Context: an optimization exercise on an open-source flow, tuned for small area, a short achievable clock period and few clock cycles per item. The choices shown serve that exercise and are no tape-out recipe.
In this exercise RTL edits were held to simulation tests only and were not proved equivalent to the original.
No activity file was given, so power comes from the tool's default toggle rates.

ember:
Design securec_core, start of the top module:
module securec_core (
    input  wire       clk,
    input  wire       rst,       
    input  wire       we,        
    input  wire [4:0] addr,      
    input  wire [7:0] wdata,     
    output reg  [7:0] rdata,     
    output reg        trig       
);
For scale: ~1200 cells after synthesis, about 11000 sq um of cells after synthesis.
export LEC_CHECK = 0
export CAP_MARGIN = 20
export CORE_MARGIN = 2
export CORE_UTILIZATION = 40
export SLEW_MARGIN = 20
create_clock -name core_clock -period 38.0 [get_ports {clk}]
standard.sh (not shown) runs the stock make flow with config.mk's settings and CLKGATE_MAP_FILE= SYNTH_SCRIPT=/design/flow/synth_recipe.tcl, a recipe that flattens the netlist after the stock synthesis.
==> flow/flow/run.sh <==
#!/bin/bash
# Standard layout, with plain buffers (not the delay buffer buffer_ports
# picks by default) on the input and output ports, and timing repair aimed
# below the clock period.
set -euo pipefail
bash standard.sh "BUFFER_PORTS_ARGS=-buffer_cell sky130_fd_sc_hd__buf_2" SETUP_SLACK_MARGIN=22 finish > standard.log 2>&1
Testbench counts of ember, summed over its fixed seeds: cycles 16,084, cmds 1,280.
Setup changes, ember to violet
==> flow/run.sh (new file) <==
#!/bin/bash
# synth_recipe.tcl (not shown) runs the flow's synth.tcl, then flattens the netlist and writes it again
# the make line also repeats each setting of config.mk as NAME=value (left out here)
make -C /OpenROAD-flow-scripts/flow DESIGN_CONFIG=/design/flow/config.mk WORK_HOME=/design/flow/orfs CLKGATE_MAP_FILE= SYNTH_SCRIPT=/design/flow/synth_recipe.tcl finish
removed: flow/flow/run.sh
removed: flow/standard.sh
==> comparison <==
- violet completed end to end with timing, DRC and antenna clean.
- Summary of violet over ember: core utilization decreased by 0.68 points relative to the old numbers; portion of total power attributed to the clock network decreased by 3.0 points relative to the old numbers; global-route wire length before repair closely matched the old numbers; peak per-stage delay on the critical path increased by 0.24 ns relative to the old numbers.
--- input diff violet..willow ---
- an added ABC_AREA of 1
==> flow/flow/run.sh (new file) <==
#!/bin/bash
# Standard layout, with plain buffers (not the delay buffer buffer_ports
# picks by default) on the input and output ports.
set -euo pipefail
bash standard.sh "BUFFER_PORTS_ARGS=-buffer_cell sky130_fd_sc_hd__buf_2" SETUP_SLACK_MARGIN=22 finish > standard.log 2>&1
==> flow/standard.sh (new file) <==
#!/bin/bash
# synth_recipe.tcl (not shown) runs the flow's synth.tcl, then flattens the netlist and writes it again
# the make line also repeats each setting of config.mk as NAME=value (left out here)
make -C /OpenROAD-flow-scripts/flow DESIGN_CONFIG=/design/flow/config.mk WORK_HOME=/design/flow/orfs CLKGATE_MAP_FILE= SYNTH_SCRIPT=/design/flow/synth_recipe.tcl "${@:-finish}"
removed: flow/run.sh
==> comparison <==
Diff violet -> willow: global-route usage went down 1.1 points, proportion of power drawn by combinational gates went up 8.6 points. Compared with violet, willow shows a higher core utilization. violet vs willow, most common library cell in the layout ignoring fill and taps: ha_1 vs nand2_1. willow: relative area change from synthesis to final layout is 0.16 points higher than what violet reported.

* * *

securec_core, a different RTL version from the one above (not shown whole).
Size in the first run: about 1,400 cells after synthesis, about 80 flip-flops, about 25 I/O pins.
==> flow/config.mk <==
export PLATFORM = sky130hd
export DESIGN_NAME = securec_core
export DESIGN_NICKNAME = securec_core
export VERILOG_FILES = /design/flow/design.v
export SDC_FILE = /design/flow/constraint.sdc
export NUM_CORES = 4
export LEC_CHECK = 0
export ABC_AREA = 1
export CAP_MARGIN = 20
export CORE_MARGIN = 2
export CORE_UTILIZATION = 40
export SLEW_MARGIN = 20
==> flow/constraint.sdc <==
create_clock -name core_clock -period 38.0 [get_ports {clk}]
set_input_delay 7.6000 -clock core_clock [delete_from_list [all_inputs] [get_ports {clk}]]
set_output_delay 7.6000 -clock core_clock [all_outputs]
set_load 0.01 [all_outputs]
==> flow/flow/run.sh <==
#!/bin/bash
# The standard layout (standard.sh), with these changes of setting:
# - plain buffers (buf_2) on the input and output ports, not the delay
#   buffer that buffer_ports picks by default;
# - timing repair aimed at a setup slack of 22 ns, so that it works on the
#   paths of the period the design reaches, not only on the clock period;
# - clock tree from clkbuf_8 buffers, without dummy loads.
# The make output goes to standard.log; ORFS's own logs are under orfs/logs.
set -euo pipefail
bash standard.sh "BUFFER_PORTS_ARGS=-buffer_cell sky130_fd_sc_hd__buf_1" SETUP_SLACK_MARGIN=22 \
  "CTS_ARGS=-sink_clustering_enable -repair_clock_nets -buf_list sky130_fd_sc_hd__clkbuf_8 -dont_use_dummy_load" \
  finish > standard.log 2>&1
Testbench counts at the start, summed over its fixed seeds: cycles 15,360, cmds 1,280.
Next try:
--- a/flow/flow/run.sh
+++ b/flow/flow/run.sh
@@ -9,4 +9,4 @@
 set -euo pipefail
-bash standard.sh "BUFFER_PORTS_ARGS=-buffer_cell sky130_fd_sc_hd__buf_1" SETUP_SLACK_MARGIN=22 \
-  "CTS_ARGS=-sink_clustering_enable -repair_clock_nets -buf_list sky130_fd_sc_hd__clkbuf_8 -dont_use_dummy_load" \
+bash standard.sh "BUFFER_PORTS_ARGS=-buffer_cell sky130_fd_sc_hd__buf_2" SETUP_SLACK_MARGIN=22 \
+  "CTS_ARGS=-repair_clock_nets -buf_list sky130_fd_sc_hd__clkbuf_8 -dont_use_dummy_load" \
   finish > standard.log 2>&1
What happened: The changed run passed the timing, design-rule and antenna checks. Sequential power barely changes. Via count hardly moves. Die area does not change. Design area is about the same. Total power climbs by 0.43%. Sequential share of layout area is about the same. Routed wire length drops by 0.33%.
Next try:
--- a/flow/flow/run.sh
+++ b/flow/flow/run.sh
@@ -10,3 +10,3 @@
 bash standard.sh "BUFFER_PORTS_ARGS=-buffer_cell sky130_fd_sc_hd__buf_2" SETUP_SLACK_MARGIN=22 \
-  "CTS_ARGS=-repair_clock_nets -buf_list sky130_fd_sc_hd__clkbuf_8 -dont_use_dummy_load" \
+  "CTS_ARGS=-sink_clustering_enable -repair_clock_nets -buf_list sky130_fd_sc_hd__clkbuf_8 -dont_use_dummy_load" \
   finish > standard.log 2>&1
After rerunning: Critical path depth is unchanged. Worst setup slack is unchanged. Design area is unchanged. Routed wire length is unchanged. Cell count does not change. Synthesized cell count stays the same. Global-route usage is unchanged. Power is unchanged. Register-to-register slack is about the same. Utilization stays the same. Synthesized area is unchanged.
Next try:
--- a/flow/flow/run.sh
+++ b/flow/flow/run.sh
@@ -10,3 +10,3 @@
 bash standard.sh "BUFFER_PORTS_ARGS=-buffer_cell sky130_fd_sc_hd__buf_2" SETUP_SLACK_MARGIN=22 \
-  "CTS_ARGS=-sink_clustering_enable -repair_clock_nets -buf_list sky130_fd_sc_hd__clkbuf_8 -dont_use_dummy_load" \
+  "CTS_ARGS=-sink_clustering_enable -repair_clock_nets -buf_list sky130_fd_sc_hd__clkbuf_8 -dont_use_dummy_load -sink_clustering_size 80 -sink_clustering_max_diameter 400 -num_static_layers 0 -balance_levels" \
   finish > standard.log 2>&1
- synthesized cell count is unchanged
- worst hold slack is unchanged
- clock power hardly moves
- setup slack does not change
- sequential share of layout area does not change
- synthesized area stays the same
- critical path depth does not change
- design area is unchanged
- register-to-register slack barely changes
- routed wire length stays the same
Next try:
--- a/flow/flow/run.sh
+++ b/flow/flow/run.sh
@@ -9,4 +9,4 @@
 set -euo pipefail
-bash standard.sh "BUFFER_PORTS_ARGS=-buffer_cell sky130_fd_sc_hd__buf_2" SETUP_SLACK_MARGIN=22 \
-  "CTS_ARGS=-sink_clustering_enable -repair_clock_nets -buf_list sky130_fd_sc_hd__clkbuf_8 -dont_use_dummy_load -sink_clustering_size 80 -sink_clustering_max_diameter 400 -num_static_layers 0 -balance_levels" \
+bash standard.sh "BUFFER_PORTS_ARGS=-buffer_cell sky130_fd_sc_hd__buf_2" SETUP_SLACK_MARGIN=23.5 \
+  "CTS_ARGS=-sink_clustering_enable -repair_clock_nets -buf_list sky130_fd_sc_hd__clkbuf_8 -dont_use_dummy_load" \
   finish > standard.log 2>&1
What happened: Die area stays the same; power rose slightly; non-clock buffer count rose by 14; worst hold slack stays flat; cell area rose slightly.

* * *

securec_core again, from the RTL that the note above started with.
Settings: LEC_CHECK=0, ABC_AREA=1, CAP_MARGIN=20, CORE_MARGIN=2, CORE_UTILIZATION=40, SLEW_MARGIN=20; clock period 38.0 ns.
==> flow/flow/run.sh <==
#!/bin/bash
# The standard layout (standard.sh), with these changes of setting:
# - plain buffers (buf_2) on the input and output ports, not the delay
#   buffer that buffer_ports picks by default;
# - timing repair aimed at a setup slack of 22 ns, so that it works on the
#   paths of the period the design reaches, not only on the clock period;
# - clock tree from clkbuf_8 buffers, without dummy loads.
# The make output goes to standard.log; ORFS's own logs are under orfs/logs.
set -euo pipefail
bash standard.sh "BUFFER_PORTS_ARGS=-buffer_cell sky130_fd_sc_hd__buf_2" \
  "CTS_ARGS=-sink_clustering_enable -repair_clock_nets -buf_list sky130_fd_sc_hd__clkbuf_8 -dont_use_dummy_load" \
  finish > standard.log 2>&1
Testbench counts at the start, summed over its fixed seeds: cycles 15,360, cmds 1,280.
Then changed:
--- a/flow/flow/run.sh
+++ b/flow/flow/run.sh
@@ -10 +10 @@
-bash standard.sh "BUFFER_PORTS_ARGS=-buffer_cell sky130_fd_sc_hd__buf_2" \
+bash standard.sh "BUFFER_PORTS_ARGS=-buffer_cell sky130_fd_sc_hd__buf_4" SETUP_SLACK_MARGIN=22 \
Result: Core utilization rose by 1.2 points. Cell area went up by a few percent. Sequential power is about the same. Routed wire length increases slightly. Setup slack gets better by 0.30 ns. Synthesized cell count does not change. Count of clock-buffer cells in the layout stays the same. Power increases slightly. Via count went up slightly. Cell count grows slightly. Hold slack gains 0.0036 ns.
Then changed:
--- a/flow/flow/run.sh
+++ b/flow/flow/run.sh
@@ -10 +10 @@
-bash standard.sh "BUFFER_PORTS_ARGS=-buffer_cell sky130_fd_sc_hd__buf_4" SETUP_SLACK_MARGIN=22 \
+bash standard.sh "BUFFER_PORTS_ARGS=-buffer_cell sky130_fd_sc_hd__buf_2" SETUP_SLACK_MARGIN=22.5 \
After rerunning: The changed run completed without violations. Flip-flop and latch count is unchanged. Synthesized cell count stays the same. Total power barely changes. Setup slack is better by 0.012 ns. Clock power is higher slightly. Cell count came out lower slightly.

-- what the ideal ports hide --
No port has a modelled driver above. Below, the same layouts with a new extraction and two added sets of constraints.
Step 1 assumes that a clkbuf_16 drives the clock port and a buf_2 every other input.
Step 2 moves the port delays by t, midway between the first and last clock arrival at a register: inputs arrive t later, outputs are due t later. That takes back most of the time a late clock gives input paths.
Three values: ideal ports, drivers, drivers and shift; two values: the first two.
| run | t, ns | setup slack, ns | worst setup path at the end | worst data-port slew with drivers (ns) | cell pins on the clock port's net |
|---|---|---|---|---|---|
| ember | 0.374 | 21.991 / 21.951 / 21.951 | input to output | 0.05 | 1 |
| violet | 0.361 | 20.844 / 20.821 / 20.821 | input to output | 0.04 | 1 |
| willow | 0.368 | 21.918 / 21.879 / 21.879 | input to output | 0.06 | 1 |
| the first run of note 2 | 0.364 | 21.911 / 21.867 / 21.867 | input to output | 0.06 | 1 |
| the second run of note 2 | 0.369 | 21.955 / 21.913 / 21.913 | input to output | 0.06 | 1 |
| the third run of note 2 | 0.369 | 21.955 / 21.913 / 21.913 | input to output | 0.06 | 1 |
| the fourth run of note 2 | 0.369 | 21.955 / 21.913 / 21.913 | input to output | 0.06 | 1 |
| the fifth run of note 2 | 0.371 | 21.919 / 21.882 / 21.882 | input to output | 0.05 | 1 |
| the first run of note 3 | 0.365 | 21.608 / 21.590 / 21.590 | input to output | 0.03 | 1 |
| the second run of note 3 | 0.363 | 21.911 / 21.871 / 21.871 | input to output | 0.06 | 1 |
| the third run of note 3 | 0.372 | 21.923 / 21.885 / 21.885 | input to output | 0.05 | 1 |
After both steps every run listed still meets setup and hold. For the first run of note 2, which loses most, drivers alone change the setup slack by -0.044 ns; drivers and shift together by -0.044 ns.
